This design comes from an exercise in tuning for small area, a short achievable clock period and few clock cycles on the open sky130 flow, not from production work. In this exercise RTL edits were held to simulation tests only and were not proved equivalent to the original. Power figures rest on the tool's default switching activity, not on a simulated workload.

### design/flow/config.mk
export PLATFORM = sky130hd
export DESIGN_NAME = bitcopy_core
export DESIGN_NICKNAME = bitcopy_core
export VERILOG_FILES = /design/flow/design.v
export SDC_FILE = /design/flow/constraint.sdc
export NUM_CORES = 4
export LEC_CHECK = 0
export CAP_MARGIN = 20
export CORE_MARGIN = 2
export CORE_UTILIZATION = 40
export SLEW_MARGIN = 20
### design/flow/constraint.sdc
create_clock -name core_clock -period 12.0 [get_ports {clk}]
set_input_delay 2.4000 -clock core_clock [delete_from_list [all_inputs] [get_ports {clk}]]
set_output_delay 2.4000 -clock core_clock [all_outputs]
set_load 0.01 [all_outputs]
### design/flow/design.v
module bitcopy_f16pack (
    input  wire [31:0] f,
    output reg  [15:0] h
);
    wire [7:0]  e = f[30:23];
    wire [11:0] n = {1'b1, f[22:12]};
    wire [3:0]  k = 4'd113 - e[3:0];           
    reg  [14:0] base;
    reg         rb;
    reg  [11:0] sh;
    always @* begin
        sh = n >> k;                             
        if (e > 8'd113) begin
            base = {e[4:0] - 5'd16, f[22:13]};   
            rb   = f[12];
        end else begin
            base = {4'd0, sh[11:1]};
            rb   = sh[0];
        end
        if (e == 8'hFF)
            h = {f[31], (f[22:0] != 23'd0) ? 15'h7E00 : 15'h7C00};
        else if (e >= 8'd143)
            h = {f[31], 15'h7C00};
        else if (e < 8'd101)
            h = {f[31], 15'd0};
        else
            h = {f[31], base + {14'd0, rb}};
    end
endmodule
module bitcopy_f16unpack (
    input  wire [15:0] h,
    output reg  [31:0] f
);
    wire [4:0] e = h[14:10];
    wire [9:0] m = h[9:0];
    reg  [3:0] k;
    reg  [9:0] frac;
    integer i;
    always @* begin
        k = 4'd0;
        for (i = 0; i < 10; i = i + 1)
            if (m[i]) k = i[3:0];
        frac = m << (4'd10 - k);
        if (e == 5'd0 && m == 10'd0)
            f = {h[15], 31'd0};
        else if (e == 5'd0)
            f = {h[15], {4'd0, k} + 8'd103, frac, 13'd0};
        else if (e != 5'd31)
            f = {h[15], {3'd0, e} + 8'd112, m, 13'd0};
        else
            f = {h[15], 8'hFF, m, 13'd0};
    end
endmodule
module bitcopy_core (
    input  wire        clk,
    input  wire        rst,
    input  wire        host_we,
    input  wire [3:0]  host_addr,
    input  wire [63:0] host_wdata,
    output reg         busy,
    output reg         done,
    output reg  [7:0]  status,
    output reg  [63:0] res,
    output wire [31:0] mem_addr,
    output reg         mem_re,
    output reg         mem_we,
    output reg  [7:0]  mem_wdata,
    input  wire [7:0]  mem_rdata
);
    localparam [3:0] R_CMD = 4'd0, R_DBASE = 4'd2, R_DOFF = 4'd3, R_SBASE = 4'd4,
                     R_SOFF = 4'd5, R_CLEN = 4'd6, R_CAP = 4'd7, R_VAL = 4'd8;
    localparam [4:0] OP_COPY = 5'h01, OP_SATLEN = 5'h02, OP_SETBIT = 5'h03,
                     OP_SETU = 5'h04, OP_SETI = 5'h05, OP_SETF16 = 5'h06,
                     OP_SETF32 = 5'h07, OP_SETF64 = 5'h08, OP_GETBIT = 5'h09,
                     OP_GETU8 = 5'h0A, OP_GETU16 = 5'h0B, OP_GETU32 = 5'h0C,
                     OP_GETU64 = 5'h0D, OP_GETF16 = 5'h0E, OP_GETF32 = 5'h0F,
                     OP_GETF64 = 5'h10, OP_F16PACK = 5'h11, OP_F16UNPACK = 5'h12;
    localparam [1:0] ST_SUCCESS = 2'd0, ST_INVALID = 2'd2, ST_TOO_SMALL = 2'd3;
    localparam [2:0] S_IDLE = 3'd0, S_SETUP = 3'd1, S_RUN = 3'd2, S_BLOAD = 3'd3,
                     S_BDEC = 3'd4, S_TAIL = 3'd5, S_F16 = 3'd6, S_RUN0 = 3'd7;
    localparam [1:0] T_NONE = 2'd0, T_SRC = 2'd1, T_DH = 2'd2, T_DT = 2'd3;
    reg [31:0] dbase, doff, sbase, soff, clen, cap;
    reg [63:0] val;
    reg [2:0]  state;
    wire [4:0] c_op  = host_wdata[4:0];
    wire [6:0] c_len = host_wdata[14:8];
    reg        c_legal;
    reg  [6:0] c_flen;      
    always @* begin
        c_flen  = 7'd0;
        c_legal = (host_wdata[7:5] == 3'd0) && (host_wdata[31:15] == 17'd0);
        case (c_op)
            OP_COPY, OP_SATLEN, OP_F16PACK, OP_F16UNPACK: c_legal = c_legal && (c_len == 7'd0);
            OP_SETBIT, OP_GETBIT: begin c_legal = c_legal && (c_len == 7'd0); c_flen = 7'd1;  end
            OP_SETF16, OP_GETF16: begin c_legal = c_legal && (c_len == 7'd0); c_flen = 7'd16; end
            OP_SETF32, OP_GETF32: begin c_legal = c_legal && (c_len == 7'd0); c_flen = 7'd32; end
            OP_SETF64, OP_GETF64: begin c_legal = c_legal && (c_len == 7'd0); c_flen = 7'd64; end
            OP_SETU, OP_SETI, OP_GETU64: begin c_legal = c_legal && (c_len <= 7'd64); c_flen = c_len; end
            OP_GETU8:  begin c_legal = c_legal && (c_len <= 7'd8);  c_flen = c_len; end
            OP_GETU16: begin c_legal = c_legal && (c_len <= 7'd16); c_flen = c_len; end
            OP_GETU32: begin c_legal = c_legal && (c_len <= 7'd32); c_flen = c_len; end
            default: c_legal = 1'b0;
        endcase
    end
    reg       legal;
    reg [6:0] flen;
    reg       flen_z, av_lo_z, cnd0, cnd1;
    reg       is_copy, is_set, is_get, k_sat, k_pack, k_unpack, k_setbit, k_setf16, k_getf16;
    wire [35:0] avail_d  = {1'b0, cap, 3'b000} - {4'd0, doff};
    wire        av_neg   = avail_d[35];
    wire [36:0] sat_d    = {2'b0, cap, 3'b000} - {5'd0, doff} - {5'd0, clen};
    reg         sat_okq;      
    wire [31:0] satlen   = sat_okq ? clen : av_negq ? 32'd0 : avail_d[31:0];
    wire [2:0]  cl_t     = clen[2:0] - 3'd1;
    wire [3:0]  cl_dt    = {1'b0, cl_t} + {1'b0, doff[2:0]};
    wire [1:0]  nd_inc   = {1'b0, (clen[2:0] != 3'd0) || (doff[2:0] != 3'd0)}
                           + {1'b0, (clen[2:0] != 3'd0) && cl_dt[3]};
    wire [2:0]  nd_lo    = {1'b0, clen[4:3]} + {1'b0, nd_inc};
    wire [29:0] nd_copy  = (clen == 32'd0) ? 30'd0 :
                           {{1'b0, clen[31:5]} + {27'd0, nd_lo[2]}, nd_lo[1:0]};
    wire        c_copy   = (c_op == OP_COPY);
    wire        c_set    = (c_op >= OP_SETBIT) && (c_op <= OP_SETF64);
    wire        c_get    = (c_op >= OP_GETBIT) && (c_op <= OP_GETF64);
    wire        c_flen_z = (c_flen == 7'd0);
    wire        c_av_big = !av_neg && (avail_d[34:7] != 28'd0);
    wire [6:0]  c_av_lo  = av_neg ? 7'd0 : avail_d[6:0];
    wire        c_fits   = !av_neg && (c_av_big || (c_av_lo >= c_flen));
    wire        fast_cp  = c_legal && c_copy && (clen != 32'd0);
    wire        fast_get = c_legal && c_get && !c_flen_z && (c_av_big || (c_av_lo != 7'd0));
    wire        fast_set = c_legal && c_set && !c_flen_z && c_fits;
    reg         av_negq, av_bigq;
    reg  [6:0]  av_loq;
    wire        fits     = av_bigq || (av_loq >= flen);
    wire        too_small = av_negq || !fits;
    wire [6:0]  sget     = fits ? flen : av_loq;
    wire [15:0] pack_out;
    wire [31:0] unpack_out;
    bitcopy_f16pack   u_pack   (.f(val[31:0]), .h(pack_out));
    bitcopy_f16unpack u_unpack (.h((state == S_F16) ? res[15:0] : val[15:0]), .f(unpack_out));
    reg [31:0] sp, dp;            
    reg        bwd;               
    reg        src_mem, dst_mem;  
    reg        tail_src;          
    reg [29:0] dleft;             
    reg        last;              
    reg [1:0]  b_r, b_v;          
    reg        e_q, c_q;
    reg [2:0]  sh_q, dm_q, tb_q;
    reg        pf_q, pl_q;        
    reg        first;
    reg [7:0]  w0, w1, w2;        
    reg [7:0]  dold_h, dold_t;
    reg        dvh, dvt, dqh, dqt;
    reg [1:0]  rtag;
    reg [2:0]  vidx, lane;
    reg        tail_pend;         
    wire        in_tail = (state == S_TAIL);
    wire        use_a   = is_get && !fits;
    wire [2:0]  f_sm    = is_get ? doff[2:0] : 3'd0;
    wire [2:0]  f_dm    = is_set ? doff[2:0] : 3'd0;
    wire [2:0]  f_t     = flen[2:0] - 3'd1;
    wire [3:0]  f_dt    = {1'b0, f_t} + {1'b0, f_dm};
    wire [3:0]  f_st    = {1'b0, f_t} + {1'b0, f_sm};
    wire [3:0]  f_nd    = flen_z ? 4'd0 :
                          {1'b0, flen[6:3]} + {3'd0, (flen[2:0] != 3'd0) || (f_dm != 3'd0)}
                          + {3'd0, (flen[2:0] != 3'd0) && f_dt[3]};
    wire        f_e     = (f_sm < f_dm);
    wire        f_c     = f_e ? !f_dt[3] || f_st[3] : f_st[3] && !f_dt[3];
    wire [2:0]  f_tb    = f_dm + flen[2:0];
    wire [2:0]  a_t     = av_loq[2:0] - 3'd1;
    wire [3:0]  a_st    = {1'b0, a_t} + {1'b0, doff[2:0]};
    wire [3:0]  a_nd    = {1'b0, av_loq[6:3]} + {3'd0, av_loq[2:0] != 3'd0};
    wire        a_c     = a_st[3];
    wire [2:0]  k_t     = clen[2:0] - 3'd1;
    wire [3:0]  k_dt    = {1'b0, k_t} + {1'b0, doff[2:0]};
    wire [3:0]  k_st    = {1'b0, k_t} + {1'b0, soff[2:0]};
    wire        k_e     = (soff[2:0] < doff[2:0]);
    wire        k_c     = k_e ? !k_dt[3] || k_st[3] : k_st[3] && !k_dt[3];
    wire [2:0]  p_sm    = in_tail ? 3'd0 : is_copy ? soff[2:0] : f_sm;
    wire [2:0]  p_dm    = in_tail ? 3'd0 : is_copy ? doff[2:0] : f_dm;
    wire        p_nd0   = is_copy ? cnd0 : is_set ? flen_z : (flen_z || (!fits && av_lo_z));
    wire        p_nd1   = in_tail ? 1'b1 : is_copy ? cnd1 : use_a ? (a_nd == 4'd1) : (f_nd == 4'd1);
    wire        s_e     = in_tail ? 1'b0 : is_copy ? k_e : f_e;
    wire        s_c     = in_tail ? 1'b0 : is_copy ? k_c : use_a ? a_c : f_c;
    wire [2:0]  s_tb    = in_tail ? clen[2:0] : is_copy ? doff[2:0] + clen[2:0] :
                          use_a ? av_loq[2:0] : f_tb;
    wire [3:0]  nd_fld  = use_a ? a_nd : f_nd;
    wire        pf_c    = !is_get && ((p_dm != 3'd0) || (p_nd1 && (s_tb != 3'd0)));
    wire        pl_c    = !is_get && !p_nd1 && (s_tb != 3'd0);
    wire [29:0] nd_all  = is_copy ? dleft : {26'd0, nd_fld};
    wire [2:0]  c0_nc   = {1'b0, nd_all[1:0]} + {2'd0, s_c};
    wire        c0_iss  = (nd_all[29:2] == 28'd0) && (c0_nc == {1'b0, s_e} + 3'd1);
    wire        c0_rh   = pf_c && !a_rh;
    wire        c0_rt   = !c0_rh && is_set && pl_c;
    wire        c0_rs   = !c0_iss && !is_set && !c0_rh;
    wire        c0_fv   = !c0_iss && is_set;
    wire        idle    = (state == S_IDLE);
    wire [28:0] nb      = clen[31:3];
    wire [3:0]  set_tail = ({1'b0, doff[2:0]} + {1'b0, flen[2:0]} - 4'd1) >> 3;
    reg         blq;          
    wire        cin     = in_tail;
    wire [31:0] sa_x    = blq ? sp : sbase;
    wire [31:0] sa_y    = blq ? {3'd0, nb} : {3'd0, soff[31:3]};
    wire [32:0] sa_s    = {sa_x, 1'b1} + {sa_y, cin};
    wire [31:0] sa      = sa_s[32:1];
    wire [31:0] da_x    = blq ? dp : dbase;
    wire [31:0] da_y    = blq ? {3'd0, nb} : {3'd0, doff[31:3]};
    wire [32:0] da_s    = {da_x, 1'b1} + {da_y, cin};
    wire [31:0] da      = da_s[32:1];
    wire [3:0]  st_k    = {3'd0, set_tail[0]} + flen[6:3];
    wire [4:0]  st_lo   = {1'b0, dp[3:0]} + {1'b0, st_k};
    wire [31:0] st      = {dp[31:4] + {27'd0, st_lo[4]}, st_lo[3:0]};
    reg  a_wr, a_rs, a_rh, a_rt, a_fv, sel_sp;
    wire running   = (state == S_RUN);
    wire need_hi   = e_q || (sh_q != 3'd0);
    wire        n_running = running && !(a_wr && last);
    wire        n_first   = first && !a_wr;
    wire        n_last    = a_wr ? (dleft == 30'd2) : last;
    wire [1:0]  n_b_r     = b_r - {1'b0, a_wr} + {1'b0, a_rs || a_fv};
    wire [1:0]  n_b_v     = b_v - {1'b0, a_wr} + {1'b0, (rtag == T_SRC) || a_fv};
    wire        n_dvh     = dvh || (rtag == T_DH);
    wire        n_dvt     = dvt || (rtag == T_DT);
    wire        n_dqh     = dqh || a_rh;
    wire        n_dqt     = dqt || a_rt;
    wire        le3       = (dleft[29:2] == 28'd0);
    wire        le4       = le3 || (dleft == 30'd4);
    wire [1:0]  n_dl      = dleft[1:0] - {1'b0, a_wr};
    wire [2:0]  n_dlc     = {1'b0, n_dl} + {2'd0, c_q};
    wire        n_iss     = (a_wr ? le4 : le3) && (n_dlc == {1'b0, n_b_r});
    wire d_srcok = n_b_v[1] || ((n_b_v == 2'd1) && (!need_hi || (n_iss && !a_rs)));
    wire d_ndh   = n_first && pf_q;
    wire d_ndt   = n_last && !n_first && pl_q;
    wire d_oldok = (!d_ndh || n_dvh) && (!d_ndt || n_dvt);
    wire d_wr    = n_running && d_srcok && d_oldok;
    wire d_wrm   = d_wr && dst_mem;
    wire d_rh    = n_running && !d_wrm && d_ndh && !n_dqh;
    wire d_rt    = n_running && !d_wrm && !d_rh && pl_q && !n_dqt && (tail_src || d_ndt);
    wire [1:0] d_bre = n_b_r - {1'b0, d_wr};
    wire d_want  = n_running && !n_iss && (d_bre != 2'd3);
    wire d_rs    = d_want && src_mem && !d_wrm && !d_rh && !d_rt;
    wire d_fv    = d_want && !src_mem;
    wire g_wr    = d_wr && !dst_mem;
    reg [7:0] vbyte;
    always @* begin
        if (k_setbit)
            vbyte = {7'd0, (val != 64'd0)};
        else if (k_setf16)
            vbyte = vidx[0] ? pack_out[15:8] : pack_out[7:0];
        else
            vbyte = val[{vidx, 3'b000} +: 8];
    end
    function [7:0] funnel(input [1:0] bv, input [7:0] x0, input [7:0] x1, input [7:0] x2,
                          input [2:0] sh);
        reg [15:0] pr;
        begin
            case (bv)
                2'd3:    pr = {x1, x0};
                2'd2:    pr = {x2, x1};
                default: pr = {x2, x2};
            endcase
            pr = pr >> sh;
            funnel = pr[7:0];
        end
    endfunction
    function [7:0] umask(input fst, input lst, input [2:0] dm, input [2:0] tb);
        begin
            umask = (fst ? (8'hFF << dm) : 8'hFF) &
                    ((lst && tb != 3'd0) ? ~(8'hFF << tb) : 8'hFF);
        end
    endfunction
    wire        cap_s  = (rtag == T_SRC);
    wire        cap_n  = cap_s || a_fv;
    wire [7:0]  n_w2   = cap_s ? mem_rdata : a_fv ? vbyte : w2;
    wire [7:0]  n_w1   = cap_n ? w2 : w1;
    wire [7:0]  n_w0   = cap_n ? w1 : w0;
    wire [7:0]  n_dh   = (rtag == T_DH) ? mem_rdata : dold_h;
    wire [7:0]  n_dt   = (rtag == T_DT) ? mem_rdata : dold_t;
    wire [7:0]  n_fb   = funnel(n_b_v, n_w0, n_w1, n_w2, sh_q);
    wire [7:0]  n_mask = umask(n_first, n_last, dm_q, tb_q);
    wire [7:0]  n_dold = n_first ? n_dh : n_dt;
    wire [7:0]  n_wb   = (n_dold & ~n_mask) | (n_fb & n_mask);
    assign mem_addr  = sel_sp ? sp : dp;
    always @(posedge clk) begin
        if (host_we && !busy) begin
            case (host_addr)
                R_DBASE: dbase <= host_wdata[31:0];
                R_DOFF:  doff  <= host_wdata[31:0];
                R_SBASE: sbase <= host_wdata[31:0];
                R_SOFF:  soff  <= host_wdata[31:0];
                R_CLEN:  clen  <= host_wdata[31:0];
                R_CAP:   cap   <= host_wdata[31:0];
                R_VAL:   val   <= host_wdata;
                default: ;
            endcase
        end
    end
    wire go_copy_bwd_w;
    wire go_run = in_tail || (legal && !p_nd0 &&
                  (is_copy ? !go_copy_bwd_w : is_set ? !too_small : is_get));
    assign go_copy_bwd_w = go_copy_bwd;
    wire go_copy_bwd = (soff[2:0] == 3'd0) && (doff[2:0] == 3'd0) && (nb != 29'd0) &&
                       (dp > sp);
    always @(posedge clk) begin
        w0 <= n_w0;
        w1 <= n_w1;
        w2 <= n_w2;
        dold_h <= n_dh;
        dold_t <= n_dt;
        mem_wdata <= n_wb;
        if (rst) begin
            state  <= S_IDLE;
            busy   <= 1'b0;
            done   <= 1'b0;
            status <= 8'd0;
            rtag   <= T_NONE;
            blq    <= 1'b0;
            a_wr   <= 1'b0;
            a_rs   <= 1'b0;
            a_rh   <= 1'b0;
            a_rt   <= 1'b0;
            a_fv   <= 1'b0;
            mem_re <= 1'b0;
            mem_we <= 1'b0;
            sel_sp <= 1'b0;
        end else begin
            done <= 1'b0;
            blq  <= 1'b0;
            rtag <= a_rs ? T_SRC : a_rh ? T_DH : a_rt ? T_DT : T_NONE;
            a_wr   <= d_wr && dst_mem;
            a_rs   <= d_rs;
            a_rh   <= d_rh;
            a_rt   <= d_rt;
            a_fv   <= d_fv;
            mem_re <= d_rs || d_rh || d_rt;
            mem_we <= d_wrm;
            sel_sp <= (d_rs && !is_get) || (d_rt && tail_src);
            case (state)
                S_IDLE: begin
                    if (host_we && host_addr == R_CMD) begin
                        legal    <= c_legal;
                        flen     <= c_flen;
                        flen_z   <= (c_flen == 7'd0);
                        av_lo_z  <= av_neg || (avail_d[6:0] == 7'd0);
                        cnd0     <= (clen == 32'd0);
                        cnd1     <= (nd_copy == 30'd1);
                        is_copy  <= (c_op == OP_COPY);
                        is_set   <= (c_op >= OP_SETBIT) && (c_op <= OP_SETF64);
                        is_get   <= (c_op >= OP_GETBIT) && (c_op <= OP_GETF64);
                        k_sat    <= (c_op == OP_SATLEN);
                        k_pack   <= (c_op == OP_F16PACK);
                        k_unpack <= (c_op == OP_F16UNPACK);
                        k_setbit <= (c_op == OP_SETBIT);
                        k_setf16 <= (c_op == OP_SETF16);
                        k_getf16 <= (c_op == OP_GETF16);
                        sat_okq  <= !sat_d[36];
                        state   <= (fast_cp || fast_get || fast_set) ? S_RUN0 : S_SETUP;
                        vidx    <= 3'd0;
                        a_rs    <= fast_cp || fast_get;
                        a_fv    <= fast_set;
                        a_rh    <= fast_set && (doff[2:0] != 3'd0);
                        mem_re  <= fast_cp || fast_get || (fast_set && (doff[2:0] != 3'd0));
                        sel_sp  <= fast_cp;
                        busy    <= 1'b1;
                        sp      <= sa;
                        dp      <= da;
                        dleft   <= nd_copy;
                        av_negq <= av_neg;
                        av_bigq <= !av_neg && (avail_d[34:7] != 28'd0);
                        av_loq  <= av_neg ? 7'd0 : avail_d[6:0];
                    end
                end
                S_SETUP, S_TAIL, S_RUN0: begin
                    bwd      <= 1'b0;
                    src_mem  <= !is_set;
                    dst_mem  <= !is_get;
                    tail_src <= is_set && !in_tail;
                    if (in_tail) begin
                        sp    <= sa;
                        dp    <= da;
                        dleft <= 30'd1;
                    end else if (state == S_RUN0) begin
                        if (is_get) begin
                            dp    <= dp + 32'd1;
                            dleft <= {26'd0, nd_fld};
                        end else if (is_set) begin
                            sp    <= st;
                            dleft <= {26'd0, nd_fld};
                        end else if (!go_copy_bwd) begin
                            sp    <= sp + 32'd1;
                        end
                    end
                    last    <= p_nd1;
                    e_q     <= s_e;
                    c_q     <= s_c;
                    sh_q    <= p_sm - p_dm;
                    dm_q    <= p_dm;
                    tb_q    <= s_tb;
                    pf_q    <= pf_c;
                    pl_q    <= pl_c;
                    first   <= 1'b1;
                    dvh     <= 1'b0;
                    dvt     <= 1'b0;
                    dqh     <= a_rh;
                    dqt     <= 1'b0;
                    lane    <= 3'd0;
                    tail_pend <= 1'b0;
                    state   <= S_RUN;
                    if (in_tail) begin
                        b_r    <= 2'd0;
                        b_v    <= 2'd0;
                        vidx   <= 3'd0;
                        a_rs   <= 1'b1;
                        mem_re <= 1'b1;
                        sel_sp <= 1'b1;
                    end else begin
                        b_r    <= {1'b0, s_e} + 2'd1;
                        b_v    <= {1'b0, s_e} + {1'b0, is_set};
                        if (is_set) vidx <= 3'd1;
                        if (is_get && state == S_RUN0) res <= 64'd0;
                        a_wr   <= 1'b0;
                        a_rs   <= c0_rs;
                        a_rh   <= c0_rh;
                        a_rt   <= c0_rt;
                        a_fv   <= c0_fv;
                        mem_re <= c0_rs || c0_rh || c0_rt;
                        mem_we <= 1'b0;
                        sel_sp <= (c0_rs && !is_get) || c0_rt;
                        if (state == S_RUN0 && is_copy && go_copy_bwd) begin
                            a_rs   <= 1'b0;
                            a_rh   <= 1'b0;
                            a_rt   <= 1'b0;
                            a_fv   <= 1'b0;
                            mem_re <= 1'b0;
                            sel_sp <= 1'b0;
                            state  <= S_BLOAD;
                            blq    <= 1'b1;
                        end
                    end
                    if (state == S_SETUP) begin
                        a_rs   <= 1'b0;
                        a_rh   <= 1'b0;
                        a_rt   <= 1'b0;
                        a_fv   <= 1'b0;
                        mem_re <= 1'b0;
                        sel_sp <= 1'b0;
                        if (!legal) begin
                            status <= {6'd0, ST_INVALID};
                            done   <= 1'b1;
                            busy   <= 1'b0;
                            state  <= S_IDLE;
                        end else if (k_sat) begin
                            res    <= {32'd0, satlen};
                            status <= {6'd0, ST_SUCCESS};
                            done   <= 1'b1;
                            busy   <= 1'b0;
                            state  <= S_IDLE;
                        end else if (k_pack) begin
                            res    <= {48'd0, pack_out};
                            status <= {6'd0, ST_SUCCESS};
                            done   <= 1'b1;
                            busy   <= 1'b0;
                            state  <= S_IDLE;
                        end else if (k_unpack) begin
                            res    <= {32'd0, unpack_out};
                            status <= {6'd0, ST_SUCCESS};
                            done   <= 1'b1;
                            busy   <= 1'b0;
                            state  <= S_IDLE;
                        end else if (is_set && too_small) begin
                            status <= {6'd0, ST_TOO_SMALL};
                            done   <= 1'b1;
                            busy   <= 1'b0;
                            state  <= S_IDLE;
                        end else begin
                            if (is_get) res <= 64'd0;
                            if (is_copy && go_copy_bwd) begin
                                state <= S_BLOAD;
                                blq   <= 1'b1;
                            end else begin
                                status <= {6'd0, ST_SUCCESS};
                                done   <= 1'b1;
                                busy   <= 1'b0;
                                state  <= S_IDLE;
                            end
                        end
                    end
                end
                S_BLOAD: begin
                    sp        <= sa;
                    dp        <= da;
                    bwd       <= 1'b1;
                    dleft     <= {1'b0, nb};
                    last      <= (nb == 29'd1);
                    c_q       <= 1'b0;
                    tb_q      <= 3'd0;
                    pf_q      <= 1'b0;
                    pl_q      <= 1'b0;
                    tail_pend <= (clen[2:0] != 3'd0);
                    b_r       <= 2'd0;
                    b_v       <= 2'd0;
                    state     <= S_BDEC;
                end
                S_BDEC: begin
                    sp    <= sp - 32'd1;
                    dp    <= dp - 32'd1;
                    state <= S_RUN;
                    a_rs   <= 1'b1;
                    mem_re <= 1'b1;
                    sel_sp <= 1'b1;
                end
                S_RUN: begin
                    if (a_wr || g_wr) begin
                        dleft <= dleft - 30'd1;
                        last  <= (dleft == 30'd2);
                        first <= 1'b0;
                        if (a_wr) dp <= bwd ? dp - 32'd1 : dp + 32'd1;
                        else res[{lane, 3'b000} +: 8] <= n_fb & n_mask;
                        lane  <= lane + 3'd1;
                        if (last) begin
                            if (tail_pend) begin
                                state <= S_TAIL;
                                blq   <= 1'b1;
                            end else if (k_getf16) begin
                                state <= S_F16;
                            end else begin
                                status <= {6'd0, ST_SUCCESS};
                                done   <= 1'b1;
                                busy   <= 1'b0;
                                state  <= S_IDLE;
                            end
                        end
                    end
                    if (a_rs) begin
                        if (is_get) dp <= dp + 32'd1;
                        else sp <= bwd ? sp - 32'd1 : sp + 32'd1;
                    end
                    if (a_fv) vidx <= vidx + 3'd1;
                    b_r <= n_b_r - {1'b0, g_wr};
                    b_v <= n_b_v - {1'b0, g_wr};
                    dqh <= n_dqh;
                    dqt <= n_dqt;
                    dvh <= n_dvh;
                    dvt <= n_dvt;
                end
                S_F16: begin
                    res    <= {32'd0, unpack_out};
                    status <= {6'd0, ST_SUCCESS};
                    done   <= 1'b1;
                    busy   <= 1'b0;
                    state  <= S_IDLE;
                end
                default: begin
                    state <= S_IDLE;
                    busy  <= 1'b0;
                end
            endcase
        end
    end
endmodule
### design/flow/flow/run.sh
#!/bin/bash
# Standard layout (the standard.sh, unchanged). The resizer's timing
# repair aims 8 ns below the clock period and works on the worst path
# only (no total-negative-slack pass), so it does not grow the others.
set -e
export SETUP_SLACK_MARGIN=8
export TNS_END_PERCENT=0
bash standard.sh > standard.log 2>&1
### design/flow/standard.sh
#!/bin/bash
# synth_recipe.tcl (not shown) runs the flow's synth.tcl, then flattens the netlist and writes it again
# the make line also repeats each setting of config.mk as NAME=value (left out here)
make -C /OpenROAD-flow-scripts/flow DESIGN_CONFIG=/design/flow/config.mk WORK_HOME=/design/flow/orfs CLKGATE_MAP_FILE= SYNTH_SCRIPT=/design/flow/synth_recipe.tcl "${@:-finish}"
==> results of run 1 <==
[metal layers]
layer | global-route usage | vias to the layer above
met5 | 0 | -
met3 | 0.0629 | 384
li1 | - | 17629
met4 | 0.129 | 6
met2 | 0.465 | 2047
met1 | 0.440 | 19277
[per-stage QoR]
step	hold WS (ns)	util
2_1_floorplan	0.447	-
3_5_place_dp	0.458	0.436
6_report	0.474	0.481
5_1_grt	0.485	0.481
4_1_cts	0.473	0.475
3_3_place_gp	0.454	0.436
[state kept, by name (all words and copies together) (netlist names), 8 cells and up]
register,flops
res,64
w2,8
dbase,32
cap,32
w0,8
mem_wdata,8
val,64
dleft,30
dp,32
dold_h,8
clen,32
sp,32
w1,8
doff,32
sbase,32
soff,32
[how the worst min path moves through the flow]
stage | from | endpoint | slack [ns] | depth (start not counted)
2_1_floorplan | w0[5] | w0[5] | 0.45 | 1
3_3_place_gp | dold_t[4] | dold_t[4] | 0.45 | 1
3_5_place_dp | dold_t[4] | dold_t[4] | 0.46 | 1
4_1_cts | dold_t[4] | dold_t[4] | 0.47 | 1
5_1_grt | dold_t[1] | dold_t[1] | 0.48 | 1
6_report | w0[7] | w0[7] | 0.47 | 1
[cell families (layout without fill, tap and decap cells)]
group                    after synthesis  count (layout)  share of synthesized area
buffers and inverters                515             783                     0.0481
adder cells (fa/ha/maj)              254             254                     0.0778
AO/OA/AOI/OAI                       1388            1388                      0.220
multiplexers                         220             220                     0.0634
flip-flops                           541             541                      0.376
XOR/XNOR                             225             225                     0.0476
other                                  1               9                  0.0000903
AND/OR/NAND/NOR                     1429            1429                      0.167
[where the power goes]
group	total [mW]	internal (mW)	switching (mW)
Sequential	2.21	2.14	0.0695
Clock	2.15	1.24	0.908
Combinational	0.738	0.302	0.435
Total	5.10	3.68	1.41
[cells in the final DEF (no fill, tap or decap), types with 19 or more instances in the layout]
| master | instances |
|---|---|
| dfxtp_1 | 61 |
| o221ai_1 | 26 |
| buf_4 | 179 |
| o21ai_1 | 43 |
| a22o_1 | 34 |
| and2_1 | 30 |
| and3_1 | 44 |
| ha_1 | 217 |
| edfxtp_1 | 477 |
| a21o_1 | 83 |
| nand4_1 | 52 |
| o22ai_1 | 35 |
| o31ai_1 | 31 |
| a211oi_1 | 35 |
| clkbuf_16 | 69 |
| a21oi_1 | 308 |
| mux2_2 | 132 |
| a22oi_1 | 38 |
| nor2_1 | 311 |
| clkinv_1 | 19 |
| nor4_1 | 50 |
| nor2b_1 | 38 |
| nand3_1 | 114 |
| o211ai_1 | 39 |
| xor2_1 | 76 |
| xnor2_1 | 141 |
| a221oi_1 | 26 |
| a221o_1 | 24 |
| nand2b_1 | 44 |
| inv_1 | 240 |
| o21a_1 | 32 |
| o21ai_0 | 337 |
| mux2i_1 | 61 |
| mux4_2 | 21 |
| clkdlybuf4s50_1 | 162 |
| nor3_1 | 127 |
| dlygate4sd2_1 | 21 |
| nand2_1 | 412 |
| a31oi_1 | 54 |
| or3_1 | 34 |
[critical path, delay by kind of cell (launching register included)]
kind	cells	cell delay, ns
AOI/OAI and AO/OA	10	2.41
adders and majority gates	2	0.53
buffers and inverters	2	0.33
DFF	1	0.50
and+or+nand+nor	5	0.77
[area by class of cell]
cell class                      count  share of cell area
Timing Repair Buffer              399              0.0744
Clock inverter                     39             0.00925
Inverter                          260              0.0198
Multi-Input combinational cell   3522               0.510
Sequential cell                   541               0.315
Antenna cell                        3            0.000151
Clock buffer                       85              0.0366
Tap cell                         1380              0.0348
[what timing repair did]
item	CTS	global route
gates cloned	2	0
setup buffers	93	28
pin swaps	68	47
gates resized for setup	243	79
setup endpoints to repair	557	595
==> out/metrics.yaml, run 1 <==
wl_met1_mm: 72.7
cts_htree_levels: 3
finalHoldViolCount: 0
powerDensity_nw_per_um2: 103
slew_violations: 0
setup_viol: 0
rr_startpoint: "doff[1]"
fillerInstances: 9795
synth_area_leader_cell: "edfxtp_1"
ys_top_cells_by_count: "edfxtp_1, nand2_1, o21ai_0"
area_growth_pct: 19.4
dpl.hpwl_mm: 125
grt_overflow: 0
postSynth.asyncResetShare: 0
required_ns: 12.36
ys_ff_latch: 541
synth_top_area_frac: 0.345
grt_pass1_wl_mm: 250
cp-endpoint: "sat_okq"
cp_data_arrival_time_ns: 5.18
highest_layer: "met5"
coreArea_um2: 103000
synth-edff-count: 477
drc: 0
finalCritPeriodShare: 0.402
portBuffers: 188
rows: 118
relSlewSlack: 0.254
worst_setup_path_start_kind: "register"
grt_pass1_vias: 36681
finalWorstSetupSlack_ns: 7.18
max_freq_mhz: 207
place_ws_ns: 5.07
routed_via_density: 6.32
route.antenna.remaining_nets: 0
regToRegSetupSlack_ns: 7.18
syn-cell-area_um2: 41500
grt_max_degree: 90
grt_usage: 0.312
min_period_ns: 4.82
critPathMaxFanout: 4
dieHeight_um: 326
crit_type: "register to register"
synth_cell_types: 118
fin_tns_setup_ns: 0
numClockSinks: 541
regToRegEndpoint: "sat_okq"
dieArea_um2: 106000
drive_above_1_share: 0.149
io_pins: 195
instances_no_fill: 6229
crit_chain: "inv_2 -> buf_4 -> ha_1 -> and3b_1 -> o221ai_2 -> a2111oi_4 -> o31ai_4 -> a31oi_2 -> o21ai_0 -> and2_1 -> ha_1 -> o21ai_0 -> nand2b_1 -> a21oi_1 -> nor2b_1 -> o21ai_0 -> nand3_1 -> a221oi_1 -> a31oi_2"
wl_met2_mm: 73.8
routabilityCongestion: 0.979
hold_class: "register to register"
postRouteWirelength_mm: 171
ys_top_cells_by_area: "edfxtp_1, ha_1, o21ai_0"
leakage_nw: 18.4
cpMostUsedCell: "o21ai_0"
routedWlPerCell_um: 27.5
ys.flop_type: "edfxtp_1"
clk_latency_ns: 0.67
slowest_delay_ns: 0.51
netlist_instances: 4573
r2r_cells: 19
max_slew.worst_pin.slew_ns: 1.11
first_iter_violations: 5272
cts_root_buf: "clkbuf_16"
stdcell_area_um2: 49600
cts.clk_slew.worst_paths_ns: 0.06
wl_met3_mm: 16.8
power_mw: 5.10
hold_buffers: 0
die_w_um: 326
synth.most_common_cell: "edfxtp_1"
antenna_found_initial: 10
multi_input_area_um2: 25300
placed_area_um2: 45000
avgSynthCellArea_um2: 9.09
peakVddDrop_mv: 0.119
cp_slowest_cell: "a2111oi_4"
status: "no timing/DRC/antenna violations"
crit_start: "doff[1]"
drv_cap: 0
start_util: 0.403
rsz0062_at_grt: "yes"
fin_nets: 5121
clk_path_buf_depth: 3
drt_first_pass_iters: 6
finClkSkew_ns: 0.0476
regArea_um2: 15600
yosys_warnings: 4
cts_made_buffers: 67
tritoncts: "done"
via_count: 39343
dp.cells: 5978
endpoint_kind: "register"
yosysSeqAreaShare: 0.376
Testbench counts, summed over its fixed seeds: cycles 40,934.
==> inputs of run 2 (changes only) <==
--- a/design/flow/design.v
+++ b/design/flow/design.v
@@ -78,3 +78,3 @@
     localparam [1:0] ST_SUCCESS = 2'd0, ST_INVALID = 2'd2, ST_TOO_SMALL = 2'd3;
-    localparam [2:0] S_IDLE = 3'd0, S_SETUP = 3'd1, S_RUN = 3'd2, S_BLOAD = 3'd3,
+    localparam [2:0] S_IDLE = 3'd0, S_RUN = 3'd2, S_BLOAD = 3'd3,
                      S_BDEC = 3'd4, S_TAIL = 3'd5, S_F16 = 3'd6, S_RUN0 = 3'd7;
@@ -104,11 +104,9 @@
     end
-    reg       legal;
     reg [6:0] flen;
-    reg       flen_z, av_lo_z, cnd0, cnd1;
-    reg       is_copy, is_set, is_get, k_sat, k_pack, k_unpack, k_setbit, k_setf16, k_getf16;
+    reg       flen_z, cnd1;
+    reg       is_copy, is_set, is_get, k_setbit, k_setf16, k_getf16;
     wire [35:0] avail_d  = {1'b0, cap, 3'b000} - {4'd0, doff};
     wire        av_neg   = avail_d[35];
-    wire [36:0] sat_d    = {2'b0, cap, 3'b000} - {5'd0, doff} - {5'd0, clen};
-    reg         sat_okq;      
-    wire [31:0] satlen   = sat_okq ? clen : av_negq ? 32'd0 : avail_d[31:0];
+    wire        sat_ok   = !av_neg && ({3'd0, clen} <= avail_d[34:0]);    
+    wire [31:0] satlen   = sat_ok ? clen : av_neg ? 32'd0 : avail_d[31:0];
     wire [2:0]  cl_t     = clen[2:0] - 3'd1;
@@ -130,7 +128,5 @@
     wire        fast_set = c_legal && c_set && !c_flen_z && c_fits;
-    reg         av_negq, av_bigq;
+    reg         av_bigq;
     reg  [6:0]  av_loq;
     wire        fits     = av_bigq || (av_loq >= flen);
-    wire        too_small = av_negq || !fits;
-    wire [6:0]  sget     = fits ? flen : av_loq;
     wire [15:0] pack_out;
@@ -180,3 +176,2 @@
     wire [2:0]  p_dm    = in_tail ? 3'd0 : is_copy ? doff[2:0] : f_dm;
-    wire        p_nd0   = is_copy ? cnd0 : is_set ? flen_z : (flen_z || (!fits && av_lo_z));
     wire        p_nd1   = in_tail ? 1'b1 : is_copy ? cnd1 : use_a ? (a_nd == 4'd1) : (f_nd == 4'd1);
@@ -296,6 +291,2 @@
     end
-    wire go_copy_bwd_w;
-    wire go_run = in_tail || (legal && !p_nd0 &&
-                  (is_copy ? !go_copy_bwd_w : is_set ? !too_small : is_get));
-    assign go_copy_bwd_w = go_copy_bwd;
     wire go_copy_bwd = (soff[2:0] == 3'd0) && (doff[2:0] == 3'd0) && (nb != 29'd0) &&
@@ -339,7 +330,4 @@
                     if (host_we && host_addr == R_CMD) begin
-                        legal    <= c_legal;
                         flen     <= c_flen;
                         flen_z   <= (c_flen == 7'd0);
-                        av_lo_z  <= av_neg || (avail_d[6:0] == 7'd0);
-                        cnd0     <= (clen == 32'd0);
                         cnd1     <= (nd_copy == 30'd1);
@@ -348,5 +336,2 @@
                         is_get   <= (c_op >= OP_GETBIT) && (c_op <= OP_GETF64);
-                        k_sat    <= (c_op == OP_SATLEN);
-                        k_pack   <= (c_op == OP_F16PACK);
-                        k_unpack <= (c_op == OP_F16UNPACK);
                         k_setbit <= (c_op == OP_SETBIT);
@@ -354,4 +339,18 @@
                         k_getf16 <= (c_op == OP_GETF16);
-                        sat_okq  <= !sat_d[36];
-                        state   <= (fast_cp || fast_get || fast_set) ? S_RUN0 : S_SETUP;
+                        if (fast_cp || fast_get || fast_set) begin
+                            state  <= S_RUN0;
+                            busy   <= 1'b1;
+                        end else begin
+                            state  <= S_IDLE;
+                            busy   <= 1'b0;
+                            done   <= 1'b1;
+                            status <= !c_legal ? {6'd0, ST_INVALID} :
+                                      (c_set && !c_fits) ? {6'd0, ST_TOO_SMALL} : {6'd0, ST_SUCCESS};
+                            if (c_legal) begin
+                                if (c_op == OP_SATLEN)         res <= {32'd0, satlen};
+                                else if (c_op == OP_F16PACK)   res <= {48'd0, pack_out};
+                                else if (c_op == OP_F16UNPACK) res <= {32'd0, unpack_out};
+                                else if (c_get)                res <= 64'd0;
+                            end
+                        end
                         vidx    <= 3'd0;
@@ -362,3 +361,2 @@
                         sel_sp  <= fast_cp;
-                        busy    <= 1'b1;
                         sp      <= sa;
@@ -366,3 +364,2 @@
                         dleft   <= nd_copy;
-                        av_negq <= av_neg;
                         av_bigq <= !av_neg && (avail_d[34:7] != 28'd0);
@@ -371,3 +368,3 @@
                 end
-                S_SETUP, S_TAIL, S_RUN0: begin
+                S_TAIL, S_RUN0: begin
                     bwd      <= 1'b0;
@@ -437,50 +434,2 @@
                         end
-                    end
-                    if (state == S_SETUP) begin
-                        a_rs   <= 1'b0;
-                        a_rh   <= 1'b0;
-                        a_rt   <= 1'b0;
-                        a_fv   <= 1'b0;
-                        mem_re <= 1'b0;
-                        sel_sp <= 1'b0;
-                        if (!legal) begin
-                            status <= {6'd0, ST_INVALID};
-                            done   <= 1'b1;
-                            busy   <= 1'b0;
-                            state  <= S_IDLE;
-                        end else if (k_sat) begin
-                            res    <= {32'd0, satlen};
-                            status <= {6'd0, ST_SUCCESS};
-                            done   <= 1'b1;
-                            busy   <= 1'b0;
-                            state  <= S_IDLE;
-                        end else if (k_pack) begin
-                            res    <= {48'd0, pack_out};
-                            status <= {6'd0, ST_SUCCESS};
-                            done   <= 1'b1;
-                            busy   <= 1'b0;
-                            state  <= S_IDLE;
-                        end else if (k_unpack) begin
-                            res    <= {32'd0, unpack_out};
-                            status <= {6'd0, ST_SUCCESS};
-                            done   <= 1'b1;
-                            busy   <= 1'b0;
-                            state  <= S_IDLE;
-                        end else if (is_set && too_small) begin
-                            status <= {6'd0, ST_TOO_SMALL};
-                            done   <= 1'b1;
-                            busy   <= 1'b0;
-                            state  <= S_IDLE;
-                        end else begin
-                            if (is_get) res <= 64'd0;
-                            if (is_copy && go_copy_bwd) begin
-                                state <= S_BLOAD;
-                                blq   <= 1'b1;
-                            end else begin
-                                status <= {6'd0, ST_SUCCESS};
-                                done   <= 1'b1;
-                                busy   <= 1'b0;
-                                state  <= S_IDLE;
-                            end
-                        end
                     end
==> out/metrics.yaml, run 2 <==
place_ws_ns: 4.65
max_freq_mhz: 180
peakVddDrop_mv: 0.107
max_slew.worst_pin.slew_ns: 1.17
clk_path_buf_depth: 3
finalWorstSetupSlack_ns: 6.43
rsz0062_at_grt: "yes"
slew_violations: 0
synth.most_common_cell: "edfxtp_1"
ys_ff_latch: 535
area_growth_pct: 17.3
drt_first_pass_iters: 8
cts_made_buffers: 66
required_ns: 12.49
drive_above_1_share: 0.132
die_w_um: 327
ys.flop_type: "edfxtp_1"
synth_top_family_by_area: "compound AO/OA/AOI/OAI gates"
yosys_warnings: 4
dieHeight_um: 327
drc: 0
netlist_instances: 4594
synth_top_area_frac: 0.339
cts_htree_levels: 3
start_util: 0.404
crit_chain: "ha_1 -> nor4b_4 -> buf_4 -> buf_4 -> o22ai_1 -> o311a_1 -> nand4b_1 -> ha_1 -> nand4_1 -> nor2_1 -> a211oi_2 -> nand2_1 -> a311oi_2 -> nor3_2 -> o21ai_4 -> or2_2 -> o21ai_0 -> a21boi_0 -> o22ai_1"
critPathMaxFanout: 7
dpl.hpwl_mm: 130
cts.clk_slew.worst_paths_ns: 0.06
cts_root_buf: "clkbuf_16"
synth_area_leader_cell: "edfxtp_1"
reg_top3: "res x64, val x64"
setup_viol: 0
final_cell_mix: "edfxtp_1, nand2_1, o21ai_0"
routed_via_density: 6.40
postRouteWirelength_mm: 177
synthMuxAreaShare: 0.0666
min_period_ns: 5.57
portBuffers: 188
routedWlPerCell_um: 28.6
fin_tns_setup_ns: 0
synth_cell_types: 129
synthSimpleGateAreaFrac: 0.176
finalHoldViolCount: 0
synth_compound_area_frac: 0.213
postSynth.asyncResetShare: 0
endpoint_kind: "register"
relSlewSlack: 0.207
status: "no timing/DRC/antenna violations"
ys_top_cells_by_area: "edfxtp_1, ha_1, o21ai_0"
powerDensity_nw_per_um2: 94.6
fin_nets: 5091
grt_max_degree: 83
avgSynthCellArea_um2: 9.09
grt_pass1_vias: 36536
routabilityCongestion: 0.981
io_pins: 195
dieArea_um2: 107000
crit_type: "register to register"
grt_pass1_wl_mm: 254
route.antenna.remaining_nets: 0
grt_overflow: 0
final_common_cell: "edfxtp_1"
rows: 118
finClkSkew_ns: 0.0357
synth_fa_ha_area_frac: 0.0762
cp_slowest_cell: "o22ai_1"
tritoncts: "done"
drv_cap: 0
hold_class: "register to register"
synth-edff-count: 471
coreArea_um2: 103000
slowest_delay_ns: 0.58
power_mw: 4.64
cp_data_arrival_time_ns: 6.05
antenna_found_initial: 4
ys_top_cells_by_count: "edfxtp_1, nand2_1, o21ai_0"
synth_xor_area_frac: 0.0501
clk_latency_ns: 0.67
worst_setup_path_start_kind: "register"
via_count: 39682
grt_usage: 0.319
leakage_nw: 17.9
yosysSeqAreaShare: 0.369
finalCritPeriodShare: 0.464
first_iter_violations: 5170
numClockSinks: 535
syn-cell-area_um2: 41800
[run 2: what timing repair did]
item	in CTS	in global routing
cloned	10	5
resized for setup	138	58
hold buffers	0	0
pin swaps	23	34
setup buffers	35	26
setup endpoints to repair	684	677
[run 2: through the flow]
step / utilization / instance area [µm²] / cells / hold WS, ns
6_report: 0.473 / 49000 / 6196 / 0.463
5_1_grt: 0.473 / 49000 / 6195 / 0.484
4_1_cts: 0.468 / 48400 / 6163 / 0.468
3_5_place_dp: 0.437 / 45200 / 5999 / 0.453
3_3_place_gp: 0.437 / 45200 / 5999 / 0.444
2_1_floorplan: - / 41800 / 4599 / 0.429
[run 2: worst max-delay path: cells and delay by family, from the launching register on]
kind | cells | cell delay, ns
flops | 1 | 0.39
compound gates | 8 | 2.04
buf+inv | 2 | 0.27
fa+ha+maj | 2 | 0.86
simple gates | 7 | 1.84
[run 2: kinds of logic (layout without fill, tap and decap cells)]
kind of cell / count (synthesis) / count (layout)
DFF: 535 / 535
other: 1 / 7
buffers and inverters: 517 / 727
muxes: 235 / 235
AOI/OAI and AO/OA: 1339 / 1340
adders and majority gates: 250 / 250
xor gates and xnor gates: 235 / 235
and+or+nand+nor: 1482 / 1487
[run 2: per-layer routing]
metal	GRT usage	vias to the layer above	part of all wire
li1	-	17641	-
met1	0.430	19210	0.40
met2	0.495	2394	0.44
met3	0.0542	435	0.10
met4	0.156	2	0.057
met5	0	-	0.000073
[run 2: final cells by class]
class / count / area [µm²]
multi-input cells: 3553 / 25200
flip-flops and latches: 535 / 15400
repair buffers: 359 / 3490
clock buffers: 82 / 1740
inverters: 249 / 951
diodes: 1 / 2.50
fillers: 9871 / 54500
well taps: 1380 / 1730
clock inverters: 37 / 405
[run 2: report_power, final]
group / internal [mW] / leakage, nW / switching [mW] / total [mW]
clock network: 1.19 / 1.05 / 0.873 / 2.06
registers: 2.06 / 4.79 / 0.0335 / 2.09
logic: 0.191 / 12.1 / 0.290 / 0.481
[run 2: final timing paths]
check	slack, ns	endpoint	depth (start not counted)	start
setup reg to reg	6.43	res[29]	19	cap[0]
setup / recovery	6.43	res[29]	19	cap[0]
hold / removal	0.46	w0[4]	2	w0[4]
hold reg to reg	0.46	w0[4]	2	w0[4]
Testbench counts of run 2, summed over its fixed seeds: cycles 40,309.
==> inputs of run 3 (changes only) <==
==> design/flow/flow/run.sh (replaced) <==
#!/bin/bash
set -e
export SETUP_SLACK_MARGIN=8
bash standard.sh > standard.log 2>&1
--- a/design/flow/config.mk
+++ b/design/flow/config.mk
@@ -10,2 +10,5 @@
 export CORE_UTILIZATION = 40
+export CTS_CLUSTER_DIAMETER = 100
+export CTS_CLUSTER_SIZE = 24
 export SLEW_MARGIN = 20
+export TNS_END_PERCENT = 0
==> out/metrics.yaml, run 3 <==
relSlewSlack: 0.224
synth_area_leader_cell: "edfxtp_1"
start_util: 0.404
reg_top3: "res x64, val x64"
final_cell_mix: "edfxtp_1, nand2_1, o21ai_0"
netlist_instances: 4594
final_core_util: 0.463
setup_viol: 0
holdPathEnd: "w0[4]"
synth-edff-count: 471
synth_top_area_frac: 0.339
status: "no timing/DRC/antenna violations"
grt_overflow: 0
ys_top_cells_by_area: "edfxtp_1, ha_1, o21ai_0"
powerDensity_nw_per_um2: 80.1
syn-cell-area_um2: 41800
cp_data_arrival_time_ns: 5.83
min_period_ns: 5.43
synth.most_common_cell: "edfxtp_1"
postSynth.asyncResetShare: 0
leakage_nw: 17.3
max_freq_mhz: 184
finClkSkew_ns: 0.0294
routabilityCongestion: 0.981
numClockSinks: 535
cts_htree_levels: 1
finalCritPeriodShare: 0.452
rr_startpoint: "doff[2]"
finalHoldViolCount: 0
avgSynthCellArea_um2: 9.09
grt_pass1_vias: 36336
r2r_cells: 24
max_slew.worst_pin.slew_ns: 1.16
hold_class: "register to register"
first_iter_violations: 5224
grt_pass1_wl_mm: 253
dieArea_um2: 107000
cts_made_buffers: 31
routed_via_density: 6.46
cts_root_buf: "clkbuf_16"
drc: 0
regToRegSetupSlack_ns: 6.57
area_growth_pct: 14.6
ys_ff_latch: 535
hold_depth: 2
route.antenna.remaining_nets: 0
clk_path_buf_depth: 3
ys.flop_type: "edfxtp_1"
worst_setup_path_start_kind: "register"
drv_cap: 0
final_common_cell: "edfxtp_1"
power_mw: 3.83
regToRegEndpoint: "res[31]"
drt_first_pass_iters: 6
grt_usage: 0.316
cts.clk_slew.worst_paths_ns: 0.11
crit_type: "register to register"
rows: 118
coreArea_um2: 103000
tritoncts: "done"
ys_top_cells_by_count: "edfxtp_1, nand2_1, o21ai_0"
holdWs_ns: 0.476
slew_violations: 0
io_pins: 195
die_w_um: 327
hold_buffers: 0
clk_latency_ns: 0.69
dieHeight_um: 327
peakVddDrop_mv: 0.141
antenna_found_initial: 6
dpl.hpwl_mm: 130
fin_nets: 5052
endpoint_kind: "register"
synth_cell_types: 129
drive_above_1_share: 0.125
critPathMaxFanout: 8
grt_max_degree: 83
rsz0062_at_grt: "yes"
portBuffers: 188
yosys_warnings: 4
required_ns: 12.40
postRouteWirelength_mm: 175
fin_tns_setup_ns: 0
yosysSeqAreaShare: 0.369
routedWlPerCell_um: 28.6
via_count: 39561
min_from: "w0[4]"
run 3: cell count changes in the layout (fill, tap and decap cells not counted), sizes merged:
cell | previous run | this run
buf | 168 | 170
bufinv | 7 | 1
clkbuf | 86 | 37
clkinv | 28 | 9
diode | 1 | 2
inv | 245 | 249
o211a | 12 | 11
or2 | 31 | 30
run 3: metal layers:
metal / vias up / global-route usage / share of wire
li1: 17548 / - / -
met1: 19211 / 0.427 / 0.40
met4: 6 / 0.151 / 0.058
met3: 423 / 0.0532 / 0.10
met5: - / 0 / 0.00023
met2: 2373 / 0.493 / 0.44
run 3: cell families after synthesis:
group	share of synthesized area
AO/OA/AOI/OAI	0.213
XOR/XNOR	0.0501
adder cells (fa/ha/maj)	0.0762
buffers and inverters	0.0484
flip-flops	0.369
multiplexers	0.0666
other	0.0000898
AND/OR/NAND/NOR	0.176
run 3: worst max-delay path by stage:
stage / from / endpoint / slack [ns] / depth (start not counted)
floorplan: host_wdata[1] / res[0] / 5.86 / 16
global placement: host_wdata[2] / res[47] / 4.61 / 17
detailed placement: host_wdata[2] / res[41] / 4.65 / 17
CTS: host_wdata[3] / status[0] / 6.73 / 20
global route: doff[1] / res[1] / 6.49 / 24
finish: doff[2] / res[31] / 6.57 / 24
run 3: area by class of cell:
cell class / instances / area [µm²]
repair buffers: 357 / 3450
well taps: 1380 / 1730
inverters: 249 / 951
flip-flops and latches: 535 / 15400
clock buffers: 37 / 820
clock inverters: 16 / 185
multi-input cells: 3551 / 25300
fillers: 9963 / 55600
diodes: 2 / 5.00
run 3: repair_timing:
item / CTS / global route
cloned: 11 / 0
endpoints found under the setup margin: 701 / 698
buffers inserted: 54 / 7
pin swaps: 36 / 14
gates resized for setup: 181 / 29
run 3: through the flow:
step | std cells | instance area (µm²) | setup WS [ns]
2_1_floorplan | 4599 | 41800 | 5.86
3_3_place_gp | 5999 | 45200 | 4.61
3_5_place_dp | 5999 | 45200 | 4.65
4_1_cts | 6117 | 47600 | 6.73
5_1_grt | 6125 | 47900 | 6.49
6_report | 6127 | 47900 | 6.57
run 3: worst max-delay path: stages (launching register included):
cell and delay [ns]:
edfxtp_1 0.53, buf_4 0.19, buf_4 0.14, nor4b_4 0.38, o22a_4 0.27, a211oi_4 0.10, o211a_4 0.28, o21a_1 0.25
o211a_4 0.34, nand2b_1 0.20, ha_1 0.30, nand2b_1 0.14, a21o_1 0.16, a21o_1 0.15, a21o_1 0.15, a21o_1 0.15
a21o_1 0.21, a21oi_4 0.20, o32ai_4 0.11, nor3_2 0.15, nor3_2 0.06, buf_4 0.15, nor2_4 0.15, buf_12 0.17
buf_16 0.15
run 3: power breakdown:
part           switching (mW)  internal [mW]  leakage [nW]
clock network           0.735          0.532         0.488
logic                   0.288          0.190          12.0
registers              0.0336           2.05          4.79
total                    1.06           2.78          17.3
==> inputs of run 4 (changes only) <==
--- a/design/flow/design.v
+++ b/design/flow/design.v
@@ -109,3 +109,4 @@
     wire        av_neg   = avail_d[35];
-    wire        sat_ok   = !av_neg && ({3'd0, clen} <= avail_d[34:0]);    
+    wire [32:0] dc_end   = {1'b0, doff} + {1'b0, clen};
+    wire        sat_ok   = ({2'd0, dc_end} <= {cap, 3'b000});
     wire [31:0] satlen   = sat_ok ? clen : av_neg ? 32'd0 : avail_d[31:0];
@@ -332,3 +333,4 @@
                         flen_z   <= (c_flen == 7'd0);
-                        cnd1     <= (nd_copy == 30'd1);
+                        cnd1     <= (clen != 32'd0) && (clen[31:4] == 28'd0) &&
+                                    ({1'b0, clen[3:0]} + {2'd0, doff[2:0]} <= 5'd8);
                         is_copy  <= (c_op == OP_COPY);
==> out/metrics.yaml, run 4 <==
hold_class: "register to register"
ys_ff_latch: 535
synth_cell_types: 117
cts_made_buffers: 35
setup_viol: 0
peakVddDrop_mv: 0.0857
grt_pass1_vias: 37540
cts_root_buf: "clkbuf_16"
grt_pass1_wl_mm: 257
dpl.hpwl_mm: 132
final_cell_mix: "edfxtp_1, nand2_1, a21oi_1"
first_iter_violations: 5450
slew_violations: 0
dieHeight_um: 332
cp_data_arrival_time_ns: 6.11
clk_latency_ns: 0.68
regToRegSetupSlack_ns: 6.41
min_period_ns: 5.59
route.antenna.remaining_nets: 0
dieArea_um2: 110000
antenna_found_initial: 7
drc: 0
finalCritPeriodShare: 0.466
max_freq_mhz: 179
final_common_cell: "edfxtp_1"
synth-edff-count: 471
yosysSeqAreaShare: 0.359
cts_htree_levels: 2
drv_cap: 0
max_slew.worst_pin.slew_ns: 1.15
drt_first_pass_iters: 6
syn-cell-area_um2: 42900
grt_usage: 0.311
via_count: 40890
critPathMaxFanout: 6
finalHoldViolCount: 0
synth_area_leader_cell: "edfxtp_1"
final_core_util: 0.462
start_util: 0.402
wl_met2_mm: 76.1
routed_via_density: 6.41
crit_type: "register to register"
routedWlPerCell_um: 28.0
endpoint_kind: "register"
synth.most_common_cell: "edfxtp_1"
tritoncts: "done"
coreArea_um2: 107000
rsz0062_at_grt: "yes"
leakage_nw: 18.0
grt_overflow: 0
fin_nets: 5308
routabilityCongestion: 1.03
place_ws_ns: 4.93
ys.flop_type: "edfxtp_1"
hold_buffers: 0
highest_layer: "met5"
clk_path_buf_depth: 3
fin_tns_setup_ns: 0
status: "no timing/DRC/antenna violations"
reg_top3: "res x64, val x64"
wl_met1_mm: 73.9
finClkSkew_ns: 0.0736
avgSynthCellArea_um2: 8.97
io_pins: 195
ys_top_cells_by_count: "edfxtp_1, nand2_1, a21oi_1"
stdcell_area_um2: 49300
wl_met3_mm: 19.7
portBuffers: 188
placed_area_um2: 46200
grt_max_degree: 107
worst_setup_path_start_kind: "register"
drive_above_1_share: 0.128
finalWorstSetupSlack_ns: 6.41
holdWs_ns: 0.479
cts.clk_slew.worst_paths_ns: 0.12
postSynth.asyncResetShare: 0
postRouteWirelength_mm: 178
netlist_instances: 4786
area_growth_pct: 14.9
die_w_um: 332
rows: 120
numClockSinks: 535
ys_top_cells_by_area: "edfxtp_1, ha_1, a21oi_1"
yosys_warnings: 4
required_ns: 12.52
relSlewSlack: 0.231
powerDensity_nw_per_um2: 81.1
synth_top_area_frac: 0.330
## run 4: what timing repair did
item | 4_1_cts | 5_1_grt
pin swaps | 40 | 47
setup endpoints to repair | 624 | 674
gates cloned | 9 | 2
buffers inserted | 69 | 22
resized for setup | 160 | 65
## run 4: worst paths after layout
kind,start,endpoint,cells after the start
hold reg to reg,dold_h[7],dold_h[7],1
setup / recovery,doff[1],res[10],27
setup reg to reg,doff[1],res[10],27
hold / removal,dold_h[7],dold_h[7],1
## run 4: cell type report
class,count,area [µm²]
timing repair buffer,380,3700
multi-input combinational,3736,26200
tap,1403,1760
inverter,264,1010
antenna,4,10.0
clock inverter,20,273
clock buffer,39,891
sequential,535,15400
fill,10332,57500
## run 4: worst max-delay path: stages, from the launching register on
cell       delay (ns)
edfxtp_1         0.51
ha_1             0.32
a21o_1           0.15
a21oi_4          0.07
o21a_1           0.19
nor3_2           0.17
o31ai_2          0.08
buf_4            0.17
a31oi_4          0.25
o211ai_1         0.15
buf_4            0.18
a31oi_4          0.23
nor4_4           0.07
o31ai_2          0.32
a21oi_2          0.10
xnor2_1          0.13
ha_1             0.35
nand2_1          0.07
nor2_1           0.12
a2111oi_2        0.06
nor2_2           0.24
o21ai_4          0.11
buf_6            0.15
clkbuf_16        0.17
o31ai_1          0.52
a22oi_1          0.20
o21ai_0          0.19
a21o_1           0.15
## run 4: report_power, final
part | switching, mW | internal, mW | total (mW)
logic | 0.297 | 0.203 | 0.500
registers | 0.0346 | 2.06 | 2.10
clock network | 0.800 | 0.602 | 1.40
total | 1.13 | 2.87 | 4.00
## run 4: kinds of logic (layout without fill, tap and decap cells)
kind of cell	after synthesis	count (layout)	synth area share
adders and majority gates	278	278	0.0824
buffers and inverters	521	703	0.0514
muxes	231	231	0.0647
DFF	535	535	0.359
other	1	10	0.0000874
xor gates and xnor gates	271	271	0.0558
and+or+nand+nor	1558	1558	0.176
AOI/OAI and AO/OA	1391	1392	0.210
## run 4: per-stage QoR
stage	total power, mW	instances
finish	4.00	6381
global route	4.11	6377
CTS	3.99	6353
detailed placement	2.58	6216
global placement	2.58	6216
floorplan	2.41	4791
## run 4: per-layer routing
metal,global-route usage,vias up
met5,0,-
met4,0.131,2
li1,-,18284
met3,0.0748,381
met2,0.463,2360
met1,0.429,19863
Testbench counts of run 4, summed over its fixed seeds: cycles 40,309.

static timing again, ports no longer ideal:
The results above use ideal ports. As a check the final layouts listed here were re-extracted and re-timed, cells and wires unchanged. Step 1 (the two cells are an assumption about what drives the block):
set clk [get_ports {clk}]
set_driving_cell -lib_cell sky130_fd_sc_hd__clkbuf_16 $clk
set_driving_cell -lib_cell sky130_fd_sc_hd__buf_2 [delete_from_list [all_inputs] $clk]
Step 2 adds t to the input delays and takes it off the output delays; t is the mean of the earliest and latest rising clock arrival at the registers after step 1. Input paths then give back, and output paths get back, about the clock's delay inside the block. Slacks: ideal ports / drivers / drivers and shift; pairs: ideal ports / drivers.
| run | shift t [ns] | setup WS [ns] | hold WS [ns] | worst register clock-pin slew, ns | worst slew at a driven data input, ns |
|---|---|---|---|---|---|
| run 1 | 0.716 | 7.180 / 7.180 / 6.560 | 0.474 / 0.474 / 0.474 | 0.07 / 0.07 | 0.08 |
| run 2 | 0.720 | 6.435 / 6.435 / 5.843 | 0.463 / 0.463 / 0.463 | 0.07 / 0.07 | 0.06 |
| run 3 | 0.750 | 6.571 / 6.571 / 5.948 | 0.476 / 0.476 / 0.476 | 0.11 / 0.11 | 0.06 |
| run 4 | 0.721 | 6.408 / 6.408 / 5.810 | 0.479 / 0.479 / 0.479 | 0.12 / 0.12 | 0.12 |
After both steps setup and hold are still met in every run listed. The setup slack of run 3, which loses most, moves by 0.000 ns with the drivers and by -0.623 ns with both steps.
